Source: an optimization exercise on an open RTL-to-GDS flow (aim: small area, a short achievable clock period and few clock cycles per item). Production flows keep margins and buffers that such runs may drop. Only simulation tests tie the RTL to the original design; equivalence was not proved. Power and IR drop assume default switching activity.

==> flow/design.v, too long to show whole: its modules and the start of the top module <==
// module cmix_mixer: 657 lines
// module mul16_cs36: 844 lines
// module mul16_rcs: 844 lines
module cmix_mixer (
    input  wire        clk,
    input  wire        reset,
    input  wire [63:0] cmd,
    input  wire        cmd_valid,
    output wire        cmd_ready,
    output wire [31:0] rsp,
    output reg         rsp_valid
);
  // ...
==> flow/run.sh <==
#!/bin/bash
# synth_recipe.tcl (not shown) runs the flow's synth.tcl, then flattens the netlist and writes it again
# the make line also repeats each setting of config.mk as NAME=value (left out here)
make -C /OpenROAD-flow-scripts/flow DESIGN_CONFIG=/design/flow/config.mk WORK_HOME=/design/flow/orfs CLKGATE_MAP_FILE= SYNTH_SCRIPT=/design/flow/synth_recipe.tcl finish
==> flow/config.mk <==
export PLATFORM = sky130hd
export DESIGN_NAME = cmix_mixer
export DESIGN_NICKNAME = cmix_mixer
export VERILOG_FILES = /design/flow/design.v
export SDC_FILE = /design/flow/constraint.sdc
export NUM_CORES = 4
export LEC_CHECK = 0
export CAP_MARGIN = 50
export CORE_MARGIN = 2
export CORE_UTILIZATION = 50
export PLACE_DENSITY = 0.65
export SETUP_SLACK_MARGIN = 5
export SLEW_MARGIN = 70
==> flow/constraint.sdc <==
create_clock -name core_clock -period 17.0 [get_ports {clk}]
set_input_delay 3.4000 -clock core_clock [delete_from_list [all_inputs] [get_ports {clk}]]
set_output_delay 3.4000 -clock core_clock [all_outputs]
set_load 0.01 [all_outputs]
==> impl_metrics.json, run 1 <==
{
  "placed_area_sq_um": 368000,
  "wl_met2_microns": 482000,
  "tns_ns": 0,
  "worst_path_max_delay_cell": "clkdlybuf4s50_1",
  "fin_crit_sh": 0.356,
  "synth_enable_flop_cells": 3206,
  "multi_input_area_share": 0.497,
  "slew_headroom": 0.641,
  "status": "timing/DRC/antenna clean",
  "io_buffers": 64,
  "worstPathArrival_ns": 2.65,
  "core_area_sq_um": 682000,
  "drc": 0,
  "hold_class": "reg -> reg",
  "synth_ff_type": "edfxtp_1",
  "clock_latency_ns": 1.15,
  "signal_buffers": 1401,
  "p_clk_mw": 13.0,
  "synth_common_cells": "inv_1, fa_1, edfxtp_1, nor2_1, nand2_1",
  "synth.area.mux_share": 0.0206,
  "pg_seq_mw": 14.2,
  "cts_inserted_buffers": 573,
  "wl_microns": 1140000,
  "grt-ovfl-total": 0,
  "busiest_layer": "met2",
  "wl_met3_microns": 124000,
  "std_cell_rows": 303
}
Testbench counts, summed over its fixed seeds: cycles 62,632, bits 2,400.
==> module cmix_mixer, before the edit <==
module cmix_mixer (
    input  wire        clk,
    input  wire        reset,
    input  wire [63:0] cmd,
    input  wire        cmd_valid,
    output wire        cmd_ready,
    output wire [31:0] rsp,
    output reg         rsp_valid
);
    function [20:0] sq_tab(input [4:0] i);
        case (i)
            5'd0:  sq_tab = {12'd1,    9'd1};
            5'd1:  sq_tab = {12'd2,    9'd1};
            5'd2:  sq_tab = {12'd3,    9'd3};
            5'd3:  sq_tab = {12'd6,    9'd4};
            5'd4:  sq_tab = {12'd10,   9'd6};
            5'd5:  sq_tab = {12'd16,   9'd11};
            5'd6:  sq_tab = {12'd27,   9'd18};
            5'd7:  sq_tab = {12'd45,   9'd28};
            5'd8:  sq_tab = {12'd73,   9'd47};
            5'd9:  sq_tab = {12'd120,  9'd74};
            5'd10: sq_tab = {12'd194,  9'd116};
            5'd11: sq_tab = {12'd310,  9'd178};
            5'd12: sq_tab = {12'd488,  9'd259};
            5'd13: sq_tab = {12'd747,  9'd354};
            5'd14: sq_tab = {12'd1101, 9'd445};
            5'd15: sq_tab = {12'd1546, 9'd501};
            5'd16: sq_tab = {12'd2047, 9'd502};
            5'd17: sq_tab = {12'd2549, 9'd445};
            5'd18: sq_tab = {12'd2994, 9'd354};
            5'd19: sq_tab = {12'd3348, 9'd259};
            5'd20: sq_tab = {12'd3607, 9'd178};
            5'd21: sq_tab = {12'd3785, 9'd116};
            5'd22: sq_tab = {12'd3901, 9'd74};
            5'd23: sq_tab = {12'd3975, 9'd47};
            5'd24: sq_tab = {12'd4022, 9'd28};
            5'd25: sq_tab = {12'd4050, 9'd18};
            5'd26: sq_tab = {12'd4068, 9'd11};
            5'd27: sq_tab = {12'd4079, 9'd6};
            5'd28: sq_tab = {12'd4085, 9'd4};
            5'd29: sq_tab = {12'd4089, 9'd3};
            5'd30: sq_tab = {12'd4092, 9'd1};
            default: sq_tab = {12'd4093, 9'd1};
        endcase
    endfunction
    function [29:0] sq_pre(input [17:0] q);
        sq_pre = {q[17], q[16], sq_tab({~q[11], q[10:7]}), q[6:0]};
    endfunction
    function [11:0] sq_post(input [29:0] p);
        reg [39:0] r0, r1, r2, r3, r4, r5, r6, r7;
        reg [79:0] t1, t2, t3, t4, t5, t6;
        reg [39:0] m;
        begin
            r0 = p[0] ? {31'd0, p[15:7]}       : 40'd0;
            r1 = p[1] ? {30'd0, p[15:7], 1'd0} : 40'd0;
            r2 = p[2] ? {29'd0, p[15:7], 2'd0} : 40'd0;
            r3 = p[3] ? {28'd0, p[15:7], 3'd0} : 40'd0;
            r4 = p[4] ? {27'd0, p[15:7], 4'd0} : 40'd0;
            r5 = p[5] ? {26'd0, p[15:7], 5'd0} : 40'd0;
            r6 = p[6] ? {25'd0, p[15:7], 6'd0} : 40'd0;
            r7 = {21'd0, p[27:16], 7'd64};
            t1 = csa40(r0, r1, r2);
            t2 = csa40(r3, r4, r5);
            t3 = csa40(r6, r7, t1[39:0]);
            t4 = csa40(t1[79:40], t2[39:0], t2[79:40]);
            t5 = csa40(t3[39:0], t3[79:40], t4[39:0]);
            t6 = csa40(t5[39:0], t5[79:40], t4[79:40]);
            m  = ks40(t6[39:0], t6[79:40]);
            if (p[29])
                sq_post = 12'd4095;
            else if (p[28])
                sq_post = 12'd0;
            else
                sq_post = m[18:7];
        end
    endfunction
    function [28:0] sq_posta(input [29:0] p);
        reg [39:0] r0, r1, r2, r3, r4, r5, r6, r7;
        reg [79:0] t1, t2, t3, t4, t5, t6;
        reg  [7:0] lo;
        begin
            r0 = p[0] ? {31'd0, p[15:7]}       : 40'd0;
            r1 = p[1] ? {30'd0, p[15:7], 1'd0} : 40'd0;
            r2 = p[2] ? {29'd0, p[15:7], 2'd0} : 40'd0;
            r3 = p[3] ? {28'd0, p[15:7], 3'd0} : 40'd0;
            r4 = p[4] ? {27'd0, p[15:7], 4'd0} : 40'd0;
            r5 = p[5] ? {26'd0, p[15:7], 5'd0} : 40'd0;
            r6 = p[6] ? {25'd0, p[15:7], 6'd0} : 40'd0;
            r7 = {21'd0, p[27:16], 7'd64};
            t1 = csa40(r0, r1, r2);
            t2 = csa40(r3, r4, r5);
            t3 = csa40(r6, r7, t1[39:0]);
            t4 = csa40(t1[79:40], t2[39:0], t2[79:40]);
            t5 = csa40(t3[39:0], t3[79:40], t4[39:0]);
            t6 = csa40(t5[39:0], t5[79:40], t4[79:40]);
            lo = {1'b0, t6[6:0]} + {1'b0, t6[46:40]};
            sq_posta = {p[29], p[28], t6[19:7], t6[59:47], lo[7]};
        end
    endfunction
    function [11:0] sq_postb(input [28:0] q);
        reg [12:0] m;
        begin
            m = q[26:14] + q[13:1] + {12'd0, q[0]};
            if (q[28])
                sq_postb = 12'd4095;
            else if (q[27])
                sq_postb = 12'd0;
            else
                sq_postb = m[11:0];
        end
    endfunction
    function [39:0] ks40(input [39:0] a, input [39:0] b);
        reg [39:0] g, p, x;
        integer i, d;
        begin
            g = a & b;
            p = a ^ b;
            x = p;
            for (d = 1; d < 40; d = d * 2)
                for (i = 39; i >= d; i = i - 1) begin
                    g[i] = g[i] | (p[i] & g[i-d]);
                    p[i] = p[i] & p[i-d];
                end
            ks40 = x ^ {g[38:0], 1'b0};
        end
    endfunction
    function [79:0] csa40(input [39:0] a, input [39:0] b, input [39:0] c);
        csa40 = {((a & b) | (a & c) | (b & c)) << 1, a ^ b ^ c};
    endfunction
    function signed [15:0] sat16_17(input signed [16:0] v);
        if (v[16] != v[15])
            sat16_17 = v[16] ? 16'sh8000 : 16'sh7fff;
        else
            sat16_17 = v[15:0];
    endfunction
    localparam integer CW = 6 + 16 + 24;
    wire [7:0]    i_op = cmd[63:56];
    wire [CW-1:0] i_f  = {i_op == 8'h01, i_op == 8'h40, i_op == 8'h42,
                          i_op == 8'h43, i_op == 8'h44, i_op == 8'h50,
                          cmd[39:24], cmd[23:0]};
    reg          s_v;
    reg [CW-1:0] s_f;
    reg          e_v;
    reg [CW-1:0] e_f;
    wire        e_sety = e_f[45];
    wire        e_add  = e_f[44];
    wire        e_set  = e_f[43];
    wire        e_p    = e_f[42];
    wire        e_upd  = e_f[41];
    wire        e_sq   = e_f[40];
    wire [15:0] e_pp   = e_f[39:24];
    wire [23:0] e_c    = e_f[23:0];
    reg rst_r;
    reg rsp_v_r;
    assign cmd_ready = !s_v && !rst_r && !initing;
    always @(*) rsp_valid = rsp_v_r && !rst_r;
    reg         y;
    reg  [11:0] res;
    reg   [4:0] nx;
    reg   [3:0] base4;           
    reg   [2:0] ncxt;
    reg   [2:0] cxt [0:5];
    reg  [11:0] pr  [0:5];
    reg         nx2f;            
    reg  [11:0] base2;
    reg  signed [15:0] wx2 [0:5];
    reg  signed [15:0] tx2 [0:5];
    reg [127:0] wcol [0:15];
    reg  [15:0] tcol [0:15];
    reg         initing;         
    reg   [3:0] icnt;
    reg         ph1_rot, ph1_inpl, ph1_dot, ph1_first, ph1_even;
    reg   [1:0] ph1_src;         
    reg         ph1_pend;        
    reg   [2:0] ph1_j;           
    reg  [15:0] ph1_t;
    reg         ph2_rot, ph2_inpl, ph2_dot, ph2_first, ph2_even;
    reg   [1:0] ph2_src;
    reg  [15:0] ph2_t;
    reg   [3:0] head;
    reg         tr_active;
    reg   [4:0] tr_n;
    reg   [2:0] tr_ncxt;
    reg   [2:0] tr_j;
    reg   [2:0] maxocc;
    reg   [2:0] occ [0:5];
    reg   [2:0] occ_p [0:5];     
    reg   [2:0] maxocc_p;        
    reg         set_last;        
    reg         set_last2;       
    reg  signed [15:0] la_r [0:5];
    reg  signed [15:0] lb_r [0:5];
    reg         [31:0] lrow0 [0:5];   
    reg         [31:0] lrow1 [0:5];
    reg         [15:0] stepv_r [0:7];  
    reg         da_v, da_first, da_even, db_v, db_even;
    reg         part;            
    reg         p_part;
    reg         [35:0] dps [0:7];      
    reg         [35:0] dpc [0:7];
    reg          [7:0] dneg_r;
    reg  signed [35:0] racc  [0:7];
    reg          [7:0] wflag;
    reg         [17:0] dp8   [0:7];   
    reg                dc_v;
    reg         pf1, pf2, pf3, pf4, pf5, pf6, pf7, pf8, pf9, pf10;
    reg  [16:0] zo_r;
    reg  [28:0] zba, zoa;
    reg         pf4b, pf3b, pf4c, pf4d;
    reg         pf2b, pf3c, pf3d, pf4e, pf4f, pf4g, pf4h;
    wire  [7:0] pf4x = {pf4h, pf4g, pf4f, pf4e, pf4d, pf4c, pf4b, pf4};
    reg  [23:0] q0, q1, q2;
    reg         p_tr;
    reg   [2:0] p_ncxt;
    reg  [29:0] psel_r [0:5];    
    reg  [15:0] ptx2_r [0:5];    
    reg  signed [25:0] z;
    reg         [31:0] z15r;
    reg         [29:0] zbp, zop;
    reg   [9:0] tk_v, tk_p;
    reg         t1_sq;
    reg  [29:0] t1_q;
    reg  [11:0] tk_val [2:10];
    reg  [10:2] tk_sq;
    integer s, v, k;
    reg  [15:0] lr_n    [0:5];
    reg  [15:0] stepv_n [0:7];
    always @(*) begin
        for (s = 0; s < 6; s = s + 1)
            lr_n[s] = ks40({8'd0, lrow0[s]}, {8'd0, lrow1[s]}) >> 16;
        for (v = 0; v < 8; v = v + 1) begin
            stepv_n[v] = 16'd0;
            for (s = 0; s < 6; s = s + 1)
                if (pf2 ? (s == v) : (ph1_pend && s < tr_ncxt && cxt[s] == v && occ[s] == ph1_j))
                    stepv_n[v] = stepv_n[v] | lr_n[s];
        end
    end
    wire p_busy    = pf1 | pf2 | pf3 | pf4 | pf5 | pf6 | pf7 | pf8 | pf9 | pf10;
    wire aligned   = (head == nx[3:0]);
    wire head_pend = tr_active && ({1'b0, head} < tr_n);
    wire last_sub  = (tr_j == maxocc);
    wire need_idle = e_v && (e_p || e_upd || e_set);
    wire want_add  = e_v && e_add && !nx[4] && aligned && !pf1;
    wire want_pad  = e_v && e_p && aligned && !tr_active && (nx[2:0] != 3'd0);
    wire auto_rot  = !aligned || (tr_active && need_idle);
    wire rot_req   = want_add || want_pad || auto_rot;
    wire inplace   = rot_req && head_pend && !last_sub;
    wire rot       = rot_req && !inplace;
    wire add_go    = want_add && !inplace;
    wire pad_go    = want_pad && !inplace;
    wire p_go   = e_v && e_p && aligned && !tr_active && (nx[2:0] == 3'd0) &&
                  !ph1_dot && !ph2_dot && !da_v && !db_v && !dc_v && !p_busy;
    wire upd_go = e_v && e_upd && aligned && !tr_active && !pf1 && !pf2 && !set_last && !set_last2;
    wire set_go = e_v && e_set && !tr_active;
    wire e_done = e_v && ((e_add && (nx[4] || add_go)) || p_go || upd_go || set_go ||
                          !(e_add || e_p || e_upd || e_set));
    wire e_free = !e_v || e_done;
    wire ynext = (e_v && e_sety) ? e_c[0] : y;
    reg  signed [15:0] err_n [0:5];
    wire signed [13:0] e2v  = $signed({1'b0, ynext, 12'd0}) - $signed({2'b00, base2});
    wire        [15:0] e2x3 = {{2{e2v[13]}}, e2v} + {{1{e2v[13]}}, e2v, 1'b0};
    wire        [15:0] e2r  = e2x3 + {15'd0, e2x3[15]};
    wire signed [15:0] err2_n = {e2r[15], e2r[15:1]};
    always @(*) begin
        for (s = 0; s < 6; s = s + 1)
            err_n[s] = ({2'b00, ynext, 12'd0} - {3'd0, pr[s]}) * 16'sd7;
    end
    reg [15:0] t_next;
    always @(*) begin
        case ({1'b0, ph2_rot} + {1'b0, ph1_rot} + {1'b0, rot})
            2'd0:    t_next = tcol[0];
            2'd1:    t_next = tcol[1];
            2'd2:    t_next = tcol[2];
            default: t_next = tcol[3];
        endcase
    end
    reg signed [15:0] wx2_n [0:5];
    always @(*) begin
        for (s = 0; s < 6; s = s + 1)
            wx2_n[s] = p_tr ? sat16_17(ks40({{24{wx2[s][15]}}, wx2[s]},
                                            {{24{stepv_r[s][15]}}, stepv_r[s]}))
                            : wx2[s];
    end
    reg  [15:0] win   [0:7];
    reg [127:0] wtr;
    reg  [16:0] wsum;
    always @(*) begin
        for (v = 0; v < 8; v = v + 1) begin
            win[v] = wcol[0][16*v +: 16];
            wsum   = ks40({{24{win[v][15]}}, win[v]}, {{24{stepv_r[v][15]}}, stepv_r[v]});
            wtr[16*v +: 16] = sat16_17(wsum);
        end
    end
    wire signed [15:0] t15 = tcol[15];
    reg  signed [35:0] dbase [0:7];
    reg  signed [35:0] dnext [0:7];
    reg         [79:0] acs1, acs2;
    reg         [39:0] dsum;
    always @(*) begin
        for (v = 0; v < 8; v = v + 1) begin
            dbase[v] = racc[v];
            acs1 = csa40({4'd0, dbase[v]}, {4'd0, dps[v]}, {4'd0, dpc[v]});
            acs2 = csa40(acs1[39:0], acs1[79:40],
                         (!db_even && wflag[v] && dneg_r[v]) ? 40'h0F00000000 : 40'd0);
            dsum     = ks40(acs2[39:0], acs2[79:40]);
            dnext[v] = dsum[35:0];
        end
    end
    reg  signed [27:0] dpa;
    reg  signed [31:0] dp9;
    reg         [39:0] dp9x;
    reg  signed [22:0] dpv;
    reg         [17:0] dp8_n [0:7];
    always @(*) begin
        for (v = 0; v < 8; v = v + 1) begin
            dpa = racc[v][35:8];
            dp9x = ks40({{12{dpa[27]}}, dpa}, {{9{dpa[27]}}, dpa, 3'd0});
            dpv = dp9x[31:9];
            dp8_n[v][17]   = !dpv[22] && ((|dpv[21:11]) || (&dpv[10:0]));
            dp8_n[v][16]   = dpv[22] && (!(&dpv[21:11]) || (dpv[10:1] == 10'd0));
            dp8_n[v][15:0] = (!dpv[22] && (|dpv[21:15])) ? 16'h7fff :
                             (dpv[22] && !(&dpv[21:15])) ? 16'h8000 : dpv[15:0];
        end
    end
    wire [11:0] uzb = sq_postb(zba);
    wire [11:0] uzo = sq_postb(zoa);
    wire [11:0] usq = sq_post(t1_q);
    function [31:0] add4(input [31:0] a, input [31:0] b, input [31:0] c, input [31:0] d);
        reg [79:0] t1, t2;
        reg [39:0] m;
        begin
            t1 = csa40({8'd0, a}, {8'd0, b}, {8'd0, c});
            t2 = csa40(t1[39:0], t1[79:40], {8'd0, d});
            m  = ks40(t2[39:0], t2[79:40]);
            add4 = m[31:0];
        end
    endfunction
    wire [31:0] q0_n = add4(dps[0][31:0], dpc[0][31:0], dps[1][31:0], dpc[1][31:0]);
    wire [31:0] q1_n = add4(dps[2][31:0], dpc[2][31:0], dps[3][31:0], dpc[3][31:0]);
    wire [31:0] q2_n = add4(dps[4][31:0], dpc[4][31:0], dps[5][31:0], dpc[5][31:0]);
    wire [31:0] zsum32 = add4({{8{q0[23]}}, q0}, {{8{q1[23]}}, q1}, {{8{q2[23]}}, q2}, 32'd0);
    wire signed [25:0] zsum = zsum32[25:0];
    function [31:0] z15f(input [23:0] a, input [23:0] b, input [23:0] c);
        reg [79:0] t1, t2, t3, t4, t5;
        reg [39:0] m;
        begin
            t1 = csa40({{12{a[23]}}, a, 4'd0}, {{12{b[23]}}, b, 4'd0}, {{12{c[23]}}, c, 4'd0});
            t2 = csa40(~{{16{a[23]}}, a}, ~{{16{b[23]}}, b}, ~{{16{c[23]}}, c});
            t3 = csa40(t1[39:0], t1[79:40], t2[39:0]);
            t4 = csa40(t3[39:0], t3[79:40], t2[79:40]);
            t5 = csa40(t4[39:0], t4[79:40], 40'd3);
            m  = ks40(t5[39:0], t5[79:40]);
            z15f = m[31:0];
        end
    endfunction
    wire [18:0] zb   = z15r[31:13];
    wire [16:0] zo   = zo_r;
    wire [17:0] zbq_n = {!zb[18] && ((|zb[17:11]) || (&zb[10:0])),
                         zb[18] && (!(&zb[17:11]) || (zb[10:1] == 10'd0)), zb[15:0]};
    wire [17:0] zoq_n = {!zo[16] && ((|zo[15:11]) || (&zo[10:0])),
                         zo[16] && (!(&zo[15:11]) || (zo[10:1] == 10'd0)), zo[15:0]};
    wire [17:0] e_q = {!e_c[23] && ((|e_c[22:11]) || (&e_c[10:0])),
                       e_c[23] && (!(&e_c[22:11]) || (e_c[10:1] == 10'd0)), e_c[15:0]};
    reg [2:0] occ_n [0:5];
    reg [2:0] maxocc_n;
    always @(*) begin
        maxocc_n = 3'd0;
        for (s = 0; s < 6; s = s + 1) begin
            occ_n[s] = 3'd0;
            for (k = 0; k < 6; k = k + 1)
                if (k < s && cxt[k] == cxt[s])
                    occ_n[s] = occ_n[s] + 3'd1;
            if (s < ncxt && occ_p[s] > maxocc_n)
                maxocc_n = occ_p[s];
        end
    end
    wire [3:0] set_idx  = {1'b0, base4[2:0]} + {1'b0, e_c[2:0]};
    wire       set_ok   = (ncxt != 3'd6) && !base4[3] && !(|e_c[23:3]) && !set_idx[3];
    wire [4:0] base_sum = {1'b0, base4} + {1'b0, e_pp[3:0]};
    wire [3:0] base_new = ((|e_pp[15:3]) || base_sum[4] || base_sum[3]) ? 4'd8 : base_sum[3:0];
    wire [31:0] lr0_n [0:5];
    wire [31:0] lr1_n [0:5];
    wire [35:0] dps_n [0:7];
    wire [35:0] dpc_n [0:7];
    wire [15:0] dma   [0:7];
    wire [15:0] dmb   [0:7];
    genvar g;
    generate
        for (g = 0; g < 6; g = g + 1) begin : g_lane
            mul16_rcs u_mul (.a(la_r[g]), .b(lb_r[g]), .r0(lr0_n[g]), .r1(lr1_n[g]));
        end
        for (g = 0; g < 8; g = g + 1) begin : g_dot
            if (g < 6) begin : g_l2
                assign dma[g] = pf4x[(g < 4) ? 2*g : 2*g - 7] ? tx2[g] : tcol[15];
                assign dmb[g] = pf4x[(g < 2) ? 2*g + 5 : 2*g - 4] ? wx2[g] : wcol[15][16*g +: 16];
            end else begin : g_l1
                assign dma[g] = tcol[15];
                assign dmb[g] = wcol[15][16*g +: 16];
            end
            mul16_cs36 u_mul (.a(dma[g]), .b(dmb[g]), .r0(dps_n[g]), .r1(dpc_n[g]));
        end
    endgenerate
    always @(posedge clk) begin
        if (s_v) begin
            if (e_free) e_f <= s_f;
        end else if (cmd_valid && cmd_ready) begin
            if (e_free) e_f <= i_f;
            else        s_f <= i_f;
        end
        ph1_pend  <= head_pend;
        ph1_j     <= tr_j;
        ph1_src   <= add_go ? 2'd1 : (pad_go ? 2'd2 : 2'd0);
        ph1_t     <= e_pp;
        ph1_first <= (nx == 5'd0);
        ph1_even  <= !nx[0];
        ph2_src   <= ph1_src;
        ph2_t     <= ph1_t;
        ph2_first <= ph1_first;
        ph2_even  <= ph1_even;
        if (ph2_rot || initing) begin
            for (k = 0; k < 15; k = k + 1) begin
                wcol[k] <= wcol[k+1];
                tcol[k] <= tcol[k+1];
            end
            wcol[15] <= initing ? {8{16'd512}} : wtr;
            tcol[15] <= (ph2_src == 2'd1) ? ph2_t : (ph2_src == 2'd2) ? 16'd0 : tcol[0];
        end else if (ph2_inpl) begin
            wcol[0] <= wtr;
        end
        for (s = 0; s < 6; s = s + 1) begin
            lrow0[s] <= lr0_n[s];
            lrow1[s] <= lr1_n[s];
            if (p_go)
                la_r[s] <= tx2[s];
            else
                la_r[s] <= t_next;
            if (p_go)
                lb_r[s] <= err2_n;
            else if (!tr_active)
                lb_r[s] <= err_n[s];
        end
        for (v = 0; v < 8; v = v + 1)
            stepv_r[v] <= stepv_n[v];
        da_first <= ph2_first;
        da_even  <= ph2_even;
        db_even  <= da_even;
        for (v = 0; v < 8; v = v + 1) begin
            dps[v]    <= dps_n[v];
            dpc[v]    <= dpc_n[v];
            dneg_r[v] <= (t15 == 16'sh8000) && (wcol[15][16*v +: 16] == 16'h8000);
            dp8[v]    <= dp8_n[v];
        end
        if (db_v) begin
            for (v = 0; v < 8; v = v + 1)
                racc[v] <= db_even ? dnext[v] : {dnext[v][35:8], 8'd0};
            wflag <= dneg_r;
        end else if (da_v && da_first) begin
            for (v = 0; v < 8; v = v + 1)
                racc[v] <= 36'sd0;
        end else if (pf1 && p_part) begin
            for (v = 0; v < 8; v = v + 1)
                racc[v] <= {racc[v][35:8], 8'd0};
        end
        if (pf1)
            for (s = 0; s < 6; s = s + 1)
                psel_r[s] <= {1'b0, sq_posta(psel_r[s])};
        if (p_go) begin
            p_tr   <= nx2f;
            p_ncxt <= ncxt;
            for (s = 0; s < 6; s = s + 1) begin
                psel_r[s] <= sq_pre((nx == 5'd0) ? 18'd0 : dp8[cxt[s]]);
                ptx2_r[s] <= (nx == 5'd0 || s >= ncxt) ? 16'd0 : dp8[cxt[s]][15:0];
            end
        end
        pf4b <= pf3;
        pf3b <= pf2;
        pf4d <= pf3b;
        pf2b <= pf1;
        pf3d <= pf2b;
        pf4f <= pf3c;
        pf4h <= pf3d;
        q0 <= q0_n[31:8];
        q1 <= q1_n[31:8];
        q2 <= q2_n[31:8];
        z  <= zsum;
        z15r <= {{2{z[25]}}, z, 4'd0} - {{6{z[25]}}, z};
        zo_r <= z[25:9];
        zba  <= sq_posta(zbp);
        zoa  <= sq_posta(zop);
        zbp <= sq_pre(zbq_n);
        zop <= sq_pre(zoq_n);
        for (s = 0; s < 6; s = s + 1)
            occ_p[s] <= occ_n[s];
        maxocc_p <= maxocc_n;
        if (upd_go) begin
            for (s = 0; s < 6; s = s + 1)
                occ[s] <= occ_p[s];
            maxocc  <= maxocc_p;
            tr_n    <= nx;
            tr_ncxt <= ncxt;
        end
        tk_p   <= {tk_p[8:0], e_p};
        t1_sq  <= e_sq;
        t1_q   <= sq_pre(e_q);
        tk_sq[2] <= t1_sq;
        tk_val[2] <= usq;
        for (k = 3; k <= 10; k = k + 1) begin
            tk_sq[k]  <= tk_sq[k-1];
            tk_val[k] <= tk_val[k-1];
        end
        rst_r <= reset;
        if (rst_r) begin
            s_v       <= 1'b0;
            e_v       <= 1'b0;
            y         <= 1'b0;
            res       <= 12'd0;
            nx        <= 5'd0;
            base4     <= 4'd0;
            ncxt      <= 3'd0;
            nx2f      <= 1'b0;
            base2     <= 12'd0;
            initing   <= 1'b1;
            icnt      <= 4'd0;
            head      <= 4'd0;
            ph1_rot   <= 1'b0;
            ph1_inpl  <= 1'b0;
            ph1_dot   <= 1'b0;
            ph2_rot   <= 1'b0;
            ph2_inpl  <= 1'b0;
            ph2_dot   <= 1'b0;
            tr_active <= 1'b0;
            tr_j      <= 3'd0;
            da_v      <= 1'b0;
            db_v      <= 1'b0;
            dc_v      <= 1'b0;
            set_last  <= 1'b0;
            set_last2 <= 1'b0;
            part      <= 1'b0;
            pf1       <= 1'b0;
            pf2       <= 1'b0;
            pf3       <= 1'b0;
            pf4       <= 1'b0;
            pf5       <= 1'b0;
            pf6       <= 1'b0;
            pf7       <= 1'b0;
            pf8       <= 1'b0;
            pf9       <= 1'b0;
            pf10      <= 1'b0;
            pf4c      <= 1'b0;
            pf3c      <= 1'b0;
            pf4e      <= 1'b0;
            pf4g      <= 1'b0;
            tk_v      <= 10'd0;
            rsp_v_r <= 1'b0;
            for (s = 0; s < 6; s = s + 1) begin
                wx2[s] <= 16'sh7fff;
                pr[s]  <= 12'd0;
                cxt[s] <= 3'd0;
            end
        end else begin
            if (s_v) begin
                if (e_free) begin
                    s_v <= 1'b0;
                    e_v <= 1'b1;
                end
            end else if (cmd_valid && cmd_ready) begin
                if (e_free) e_v <= 1'b1;
                else        s_v <= 1'b1;
            end else if (e_done) begin
                e_v <= 1'b0;
            end
            tk_v      <= {tk_v[8:0], e_done};
            rsp_v_r <= tk_v[9];
            if (tk_v[9]) begin
                if (tk_p[9])
                    res <= uzo;
                else if (tk_sq[10])
                    res <= tk_val[10];
            end
            ph1_rot  <= rot;
            ph1_inpl <= inplace;
            ph1_dot  <= add_go;
            ph2_rot  <= ph1_rot;
            ph2_inpl <= ph1_inpl;
            ph2_dot  <= ph1_dot;
            if (rot) begin
                head <= head + 4'd1;
                tr_j <= 3'd0;
                if (head_pend && {1'b0, head} == tr_n - 5'd1)
                    tr_active <= 1'b0;
            end else if (inplace) begin
                tr_j <= tr_j + 3'd1;
            end
            if (add_go || pad_go)
                nx <= nx + 5'd1;
            if (add_go)
                part <= !nx[0];
            if (initing) begin
                icnt <= icnt + 4'd1;
                if (icnt == 4'd15)
                    initing <= 1'b0;
            end
            da_v <= ph2_dot;
            db_v <= da_v;
            dc_v <= db_v;
            if (e_v && e_sety)
                y <= e_c[0];
            set_last  <= set_go;
            set_last2 <= set_last;
            if (set_go && set_ok) begin
                cxt[ncxt] <= set_idx[2:0];
                ncxt      <= ncxt + 3'd1;
                base4     <= base_new;
            end
            if (upd_go) begin
                if (ncxt != 3'd0 && nx != 5'd0)
                    tr_active <= 1'b1;
                nx    <= 5'd0;
                base4 <= 4'd0;
                ncxt  <= 3'd0;
            end
            pf1 <= p_go;
            pf2 <= pf1;
            pf3 <= pf2;
            pf4 <= pf3;
            pf5 <= pf4;
            pf6 <= pf5;
            pf7 <= pf6;
            pf8 <= pf7;
            pf9 <= pf8;
            pf10 <= pf9;
            pf4c <= pf3b;
            pf3c <= pf2b;
            pf4e <= pf3c;
            pf4g <= pf3d;
            if (p_go) begin
                nx2f   <= 1'b1;
                part   <= 1'b0;
                p_part <= part;
            end
            if (pf1) begin
                for (s = 0; s < 6; s = s + 1)
                    tx2[s] <= ptx2_r[s];
            end
            if (pf2)
                for (s = 0; s < 6; s = s + 1)
                    if (s < p_ncxt)
                        pr[s] <= sq_postb(psel_r[s][28:0]);
            if (pf3)
                for (s = 0; s < 6; s = s + 1)
                    wx2[s] <= wx2_n[s];
            if (pf10)
                base2 <= uzb;
        end
    end
    assign rsp = {20'd0, res};
endmodule
==> run 2, diff against run 1 <==
--- a/flow/design.v
+++ b/flow/design.v
@@ -3,7 +3,7 @@
     input  wire        reset,
     input  wire [63:0] cmd,
     input  wire        cmd_valid,
-    output wire        cmd_ready,
+    output reg         cmd_ready,
     output wire [31:0] rsp,
     output reg         rsp_valid
 );
@@ -152,8 +152,7 @@
     wire [23:0] e_c    = e_f[23:0];
     reg rst_r;
     reg rsp_v_r;
-    assign cmd_ready = !s_v && !rst_r && !initing;
-    always @(*) rsp_valid = rsp_v_r && !rst_r;
+    reg s_v_n, initing_n, rsp_v_n;
     reg         y;
     reg  [11:0] res;
     reg   [4:0] nx;
@@ -256,6 +255,23 @@
                           !(e_add || e_p || e_upd || e_set));
     wire e_free = !e_v || e_done;
     wire ynext = (e_v && e_sety) ? e_c[0] : y;
+    always @(*) begin
+        if (rst_r)
+            s_v_n = 1'b0;
+        else if (s_v)
+            s_v_n = !e_free;
+        else if (cmd_valid && cmd_ready)
+            s_v_n = !e_free;
+        else
+            s_v_n = 1'b0;
+        if (rst_r)
+            initing_n = 1'b1;
+        else if (initing)
+            initing_n = (icnt != 4'd15);
+        else
+            initing_n = 1'b0;
+        rsp_v_n = !rst_r && tk_v[9];
+    end
     reg  signed [15:0] err_n [0:5];
     wire signed [13:0] e2v  = $signed({1'b0, ynext, 12'd0}) - $signed({2'b00, base2});
     wire        [15:0] e2x3 = {{2{e2v[13]}}, e2v} + {{1{e2v[13]}}, e2v, 1'b0};
@@ -508,7 +524,9 @@
             tk_sq[k]  <= tk_sq[k-1];
             tk_val[k] <= tk_val[k-1];
         end
-        rst_r <= reset;
+        rst_r     <= reset;
+        cmd_ready <= !s_v_n && !reset && !initing_n;
+        rsp_valid <= rsp_v_n && !reset;
         if (rst_r) begin
             s_v       <= 1'b0;
             e_v       <= 1'b0;
--- a/flow/config.mk
+++ b/flow/config.mk
@@ -7,7 +7,7 @@
 export LEC_CHECK = 0
 export CAP_MARGIN = 50
 export CORE_MARGIN = 2
-export CORE_UTILIZATION = 50
-export PLACE_DENSITY = 0.65
+export CORE_UTILIZATION = 40
+export PLACE_DENSITY = 0.6
 export SETUP_SLACK_MARGIN = 5
 export SLEW_MARGIN = 70
==> run 2 against run 1 <==
Compared with the run above:
- cell area is 0.39% higher
- final cell count grew 5.4%
- still clean
- via count down 0.84%
- worst setup slack better by 0.33 ns
- global-route usage shrank 5.7 points
- largest cell class unchanged
- non-clock buffer count shrank 41
- first-iteration DRC count fell by 1.9%
- critical endpoint is now cmd_ready
==> impl_metrics.json, run 2 <==
{
  "status": "timing/DRC/antenna clean",
  "cp-end-kind": "output pin",
  "drive_above_1_share": 0.117,
  "core_area_sq_um": 851000,
  "regMostFlops": "wcol",
  "holdWs_ns": 0.284,
  "clk_pin_slew_ns": 0.06,
  "clock_sinks": 5162,
  "cts_inserted_buffers": 585,
  "yosysMostFrequentCell": "inv_1",
  "reg2reg_setup_slack_ns": 11.63,
  "p_int_mw": 23.5,
  "synth_ff_type": "edfxtp_1",
  "postCtsSetupBuffers": 0,
  "pin_count": 101,
  "combinationalPowerShare": 0.180,
  "critPathTopFamily": "buffers and inverters",
  "ir_worst_vdd_uv": 150,
  "worst_path_max_delay_cell": "clkdlybuf4s50_1",
  "htreeDepth": 6,
  "die_area_sq_um": 861000,
  "syn_inst": 30900,
  "drtPass1Iterations": 10,
  "required_ns": 13.60,
  "synth_common_cells": "inv_1, fa_1, edfxtp_1, nor2_1, nand2_1",
  "worstSetupPathType": "reg -> out",
  "holdBufCountCts": 0,
  "hold_class": "reg -> reg",
  "die_x_microns": 928,
  "cts_resized": 0,
  "yosysSeqAreaShare": 0.397,
  "nFillCells": 77600,
  "grt_pass1_wl_microns": 1700000,
  "drtIter0Drc": 23600,
  "power-per-cell-area_nw_per_um2": 85.6,
  "switching_power_mw": 9.95,
  "largest_reg_flops": 2048,
  "fmax_mhz": 175,
  "start_util": 0.401,
  "slew_headroom": 0.645,
  "final_net_count": 37400,
  "final-hold-violation-count": 0,
  "tightest_slew_ns": 0.531,
  "routed_via_density": 5.48,
  "ys_async_sr_fraction": 0,
  "grt.total_usage": 0.270,
  "grt_max_degree": 72,
  "worstPathArrival_ns": 2.32,
  "critPathMaxFanout": 3,
  "grt_pass1_vias": 242000,
  "place_hpwl_microns": 924000,
  "ys_ff_latch": 5162,
  "fin_crit_sh": 0.336,
  "synth_area_sq_um": 341000,
  "tns_ns": 0,
  "num_vias": 240000,
  "synth_top_area_frac": 0.282,
  "synth_enable_flop_cells": 3206,
  "crit_buf_inv": 1,
  "clock_latency_ns": 1.18,
  "syn2layout_area_growth_pct": 14.6,
  "synth.area.top_cells": "edfxtp_1, fa_1, dfxtp_1",
  "cts.path.max_buffers": 4,
  "std_cell_rows": 339,
  "setup_viol": 0,
  "final_common_cell": "inv_1",
  "slew_viol_final": 0,
  "swShare": 0.297,
  "crit_path_cell_trace": "clkdlybuf4s50_1",
  "root_buffer": "clkbuf_16",
  "biggestRegsByFlops": "wcol: 2048 flops, racc: 288 flops, tcol: 256 flops",
  "postRouteAntennaNets": 0,
  "worst_setup_path_start_kind": "register",
  "gp_congestion": 1.04,
  "critPathMaxStageDelay_ns": 0.63,
  "tritoncts": "yes",
  "sequentialPowerShare": 0.426,
  "power.static_leakage_nw": 173,
  "mostFrequentLayoutCells": "inv_1, fa_1, edfxtp_1",
  "grt-ovfl-total": 0,
  "wl_microns": 1180000,
  "wl_per_cell_microns": 27.0,
  "ys_warn_count": 57,
  "antenna_found_initial": 179,
  "finalCriticalPeriod_ns": 5.72,
  "skew_ns": 0.114,
  "die_height_microns": 928,
  "drc": 0,
  "maxCapViolCount": 0,
  "grt_setup_unrepaired": "no",
  "syn_area_per_cell_sq_um": 11.1,
  "synth_cell_types": 115,
  "synth.largest_area_cell": "edfxtp_1",
  "io_buffers": 64,
  "p_clk_frac": 0.394
}
## run 2: final timing paths
| kind | cells after the start | from | to |
|---|---|---|---|
| worst max-delay path | 1 | cmd_ready | cmd_ready |
| worst min-delay path | 0 | ph2_even | da_even |
| worst max register to register | 17 | dpc[2][2] | racc[2][34] |
| worst min register to register | 0 | ph2_even | da_even |
## run 2: area by class of cell
| class | instances | area [sq um] | area share |
|---|---|---|---|
| multi-input cells | 20500 | 192000 | 0.492 |
| inverters | 4113 | 15500 | 0.0396 |
| flip-flops and latches | 5162 | 136000 | 0.347 |
| repair buffers | 1360 | 12400 | 0.0317 |
| clock buffers | 761 | 16100 | 0.0411 |
| diodes | 308 | 771 | 0.00197 |
| well taps | 11300 | 14100 | 0.0360 |
| clock inverters | 322 | 4120 | 0.0105 |
## run 2: stage by stage
step / total power [mW] / std cells / setup WS (ns) / utilization / cell area [sq um]
3_3_place_gp: 20.1 / 41700 / 10.88 / 0.420 / 358000
2_1_floorplan: 17.9 / 30900 / 6.42 / - / 341000
3_5_place_dp: 20.4 / 42300 / 11.67 / 0.433 / 369000
6_report: 33.5 / 43800 / 11.28 / 0.460 / 391000
5_1_grt: 34.9 / 43700 / 11.18 / 0.459 / 391000
4_1_cts: 33.7 / 43400 / 11.19 / 0.457 / 389000
## run 2: power groups by stage
stage               Combinational [mW]  Sequential, mW  Clock, mW
finish                            6.04            14.3       13.2
global route                      6.69            14.3       13.9
CTS                               5.98            14.2       13.5
detailed placement                5.93            14.5          0
global placement                  5.60            14.5          0
floorplan                         3.82            14.1          0
## run 2: layer usage
layer / vias to the layer above / track usage / part of all wire
li1: 105000 / - / -
met1: 122000 / 0.353 / 0.40
met4: 86 / 0.177 / 0.081
met5: - / 0.00263 / 0.00070
met2: 10200 / 0.398 / 0.42
met3: 2771 / 0.0694 / 0.092
## run 2: cell families after synthesis
logic type / share of synthesized area
xor+xnor: 0.0273
other cells: 0.0000110
simple gates: 0.120
fa+ha+maj: 0.289
flops: 0.397
buf+inv: 0.0579
compound gates: 0.0877
mux: 0.0212
Testbench counts of run 2, summed over its fixed seeds: cycles 62,632, bits 2,400.
==> run 3, diff against run 2 <==
--- a/flow/config.mk
+++ b/flow/config.mk
@@ -7,7 +7,7 @@
 export LEC_CHECK = 0
 export CAP_MARGIN = 50
 export CORE_MARGIN = 2
-export CORE_UTILIZATION = 40
-export PLACE_DENSITY = 0.6
+export CORE_UTILIZATION = 50
+export PLACE_DENSITY = 0.65
 export SETUP_SLACK_MARGIN = 5
 export SLEW_MARGIN = 70
==> run 3 against run 2 <==
Compared with the run above:
- worst setup slack improved by 0.036 ns
- sequential share of layout area increased by 0.31 points
- die area decreased by 20%
- first-iteration DRC count increased by 3.7%
- critical path type unchanged
==> impl_metrics.json, run 3 <==
{
  "synth_ff_type": "edfxtp_1",
  "grt_pass1_vias": 244000,
  "grt.total_usage": 0.328,
  "grt_pass1_wl_microns": 1650000,
  "wl_microns": 1140000,
  "slew_headroom": 0.651,
  "worst_path_max_delay_cell": "clkdlybuf4s50_1",
  "synth_enable_flop_cells": 3206,
  "power.total_mw": 32.9,
  "yosysSeqAreaShare": 0.397,
  "layout_setup_ws_ns": 11.32,
  "setup_viol": 0,
  "synth_common_cells": "inv_1, fa_1, edfxtp_1, nor2_1, nand2_1",
  "routed_via_density": 5.79,
  "worstPathArrival_ns": 2.28,
  "critPathMaxStageDelay_ns": 0.67,
  "ys_async_sr_fraction": 0,
  "place_hpwl_microns": 892000,
  "synth_top_area_frac": 0.282,
  "crit_path_cell_trace": "clkdlybuf4s50_1",
  "std_cell_rows": 303,
  "num_vias": 241000,
  "antenna_found_initial": 169,
  "tightest_slew_ns": 0.523,
  "clock_sinks": 5162,
  "mostFrequentLayoutCells": "inv_1, fa_1, edfxtp_1",
  "combinationalPowerShare": 0.177,
  "regMostFlops": "wcol",
  "tritoncts": "yes",
  "syn_inst": 30900,
  "ys_warn_count": 57,
  "cp-end-kind": "output pin",
  "critPathTopFamily": "buffers and inverters",
  "drtIter0Drc": 24500,
  "maxCapViolCount": 0,
  "status": "timing/DRC/antenna clean",
  "gp_congestion": 1.06,
  "critPathMaxFanout": 3,
  "synth.largest_area_cell": "edfxtp_1",
  "postCtsSetupBuffers": 0,
  "sequentialPowerShare": 0.431,
  "cts.path.max_buffers": 4,
  "clock_latency_ns": 1.17,
  "skew_ns": 0.102,
  "grt_max_degree": 68,
  "syn_area_per_cell_sq_um": 11.1,
  "clk_pin_slew_ns": 0.06,
  "required_ns": 13.60,
  "final_common_cell": "inv_1",
  "worst_setup_path_start_kind": "register",
  "ys_ff_latch": 5162,
  "root_buffer": "clkbuf_16",
  "synth_area_sq_um": 341000,
  "postRouteAntennaNets": 0,
  "worstSetupPathType": "reg -> out",
  "power-per-cell-area_nw_per_um2": 84.9,
  "hold_class": "reg -> reg",
  "power.static_leakage_nw": 173,
  "grt-ovfl-total": 0,
  "die_x_microns": 830,
  "drc": 0,
  "p_int_mw": 23.3,
  "regArea_sq_um": 136000,
  "drtPass1Iterations": 14,
  "preCtsSetupSlack_ns": 11.66,
  "start_util": 0.502,
  "switching_power_mw": 9.68,
  "p_clk_frac": 0.392,
  "tns_ns": 0,
  "cp.depth": 1,
  "drive_above_1_share": 0.115,
  "holdBufCountCts": 0,
  "die_area_sq_um": 689000,
  "swShare": 0.294,
  "biggestRegsByFlops": "wcol: 2048 flops, racc: 288 flops, tcol: 256 flops",
  "reg2regPathDepth": 16,
  "synth_cell_types": 115,
  "io_buffers": 64,
  "fin_crit_sh": 0.334,
  "min_path_cells": 0,
  "crit_buf_inv": 1,
  "synth.area.top_cells": "edfxtp_1, fa_1, dfxtp_1",
  "slew_viol_final": 0,
  "die_height_microns": 830,
  "cts_inserted_buffers": 574,
  "fmax_mhz": 176,
  "largest_reg_flops": 2048,
  "pin_count": 101,
  "htreeDepth": 6,
  "core_area_sq_um": 681000,
  "yosysMostFrequentCell": "inv_1",
  "multi_input_area_sq_um": 192000,
  "final_net_count": 37400,
  "final-hold-violation-count": 0,
  "ir_worst_vdd_uv": 193,
  "wl_per_cell_microns": 27.5,
  "finalCriticalPeriod_ns": 5.68,
  "grt_setup_unrepaired": "no",
  "nFillCells": 56900,
  "cts_resized": 0,
  "syn2layout_area_growth_pct": 13.6
}
==> run 3: cell counts after synthesis <==
Identical to the previous run, type by type.
==> run 3: metrics by stage <==
stage	utilization	cell area [sq um]	instances	hold WS, ns
after detailed placement	0.538	366000	40100	0.312
after floorplan	-	341000	30900	0.310
after global placement	0.521	355000	39400	0.310
final	0.570	388000	41600	0.297
after global routing	0.570	388000	41500	0.308
after CTS	0.566	385000	41100	0.294
==> run 3: layout make-up <==
type / count / share of cell area
Antenna cell: 392 / 0.00253
Timing Repair Buffer: 1334 / 0.0311
Tap cell: 8997 / 0.0290
Multi-Input combinational cell: 20500 / 0.496
Inverter: 4113 / 0.0400
Clock buffer: 744 / 0.0408
Sequential cell: 5162 / 0.350
Clock inverter: 315 / 0.00991
==> run 3: power by group through the flow <==
stage / Sequential (mW) / Clock (mW) / Combinational, mW
2_1_floorplan: 14.1 / 0 / 3.82
3_3_place_gp: 14.4 / 0 / 5.48
3_5_place_dp: 14.5 / 0 / 5.66
4_1_cts: 14.2 / 13.1 / 5.71
5_1_grt: 14.2 / 13.6 / 6.48
6_report: 14.2 / 12.9 / 5.84
==> run 3: cell families (layout without fill, tap and decap cells) <==
kind of cell             Yosys count  count (layout)  share of synthesized area
flip-flops                      5162            5162                      0.397
multiplexers                     609             609                     0.0212
AO/OA/AOI/OAI                   4601            4601                     0.0877
XOR/XNOR                        1062            1062                     0.0273
adder cells (fa/ha/maj)         5690            5690                      0.289
AND/OR/NAND/NOR                 8513            8513                      0.120
other                              1             412                  0.0000110
buffers and inverters           5232            6506                     0.0579
==> run 3: per-layer routing <==
| metal | GRT usage | wire, microns | up-vias |
|---|---|---|---|
| li1 | - | - | 105000 |
| met1 | 0.415 | 435000 | 121000 |
| met2 | 0.488 | 491000 | 11200 |
| met3 | 0.0971 | 120000 | 3077 |
| met4 | 0.223 | 95200 | 92 |
| met5 | 0.000482 | 859 | - |
==> run 3: final timing paths <==
path | from | endpoint | slack, ns
worst min-delay path | tk_val[5][9] | tk_val[6][9] | 0.30
worst max-delay path | res[10] | rsp[10] | 11.32
worst max register to register | pf4 | dpc[2][17] | 11.58
worst min register to register | tk_val[5][9] | tk_val[6][9] | 0.30

==> afterwards: timing with drivers on the ports <==
How much do the figures lean on ideal ports? The routed layouts below were timed once more, with nothing changed but the port constraints. Step 1: set_driving_cell puts a clkbuf_16 on clk and a buf_2 on each other input, an assumption about the parent block. Step 2 moves the port delays by t, midway between the first and last clock arrival at a register: inputs arrive t later, outputs are due t later. That takes back most of the time a late clock gives input paths. a / b / c = no drivers / after step 1 / after step 2; a / b = the first two.
| run | t, ns | setup slack, ns | worst hold slack (ns) | worst register clock-pin slew, ns |
|---|---|---|---|---|
| run 1 | 1.248 | 10.949 / 10.805 / 11.789 | 0.291 / 0.291 / 0.291 | 0.08 / 0.08 |
| run 2 | 1.272 | 11.281 / 11.129 / 11.635 | 0.284 / 0.284 / 0.284 | 0.08 / 0.08 |
| run 3 | 1.270 | 11.318 / 11.170 / 11.583 | 0.297 / 0.297 / 0.297 | 0.07 / 0.07 |
After both steps every run listed still meets setup and hold.
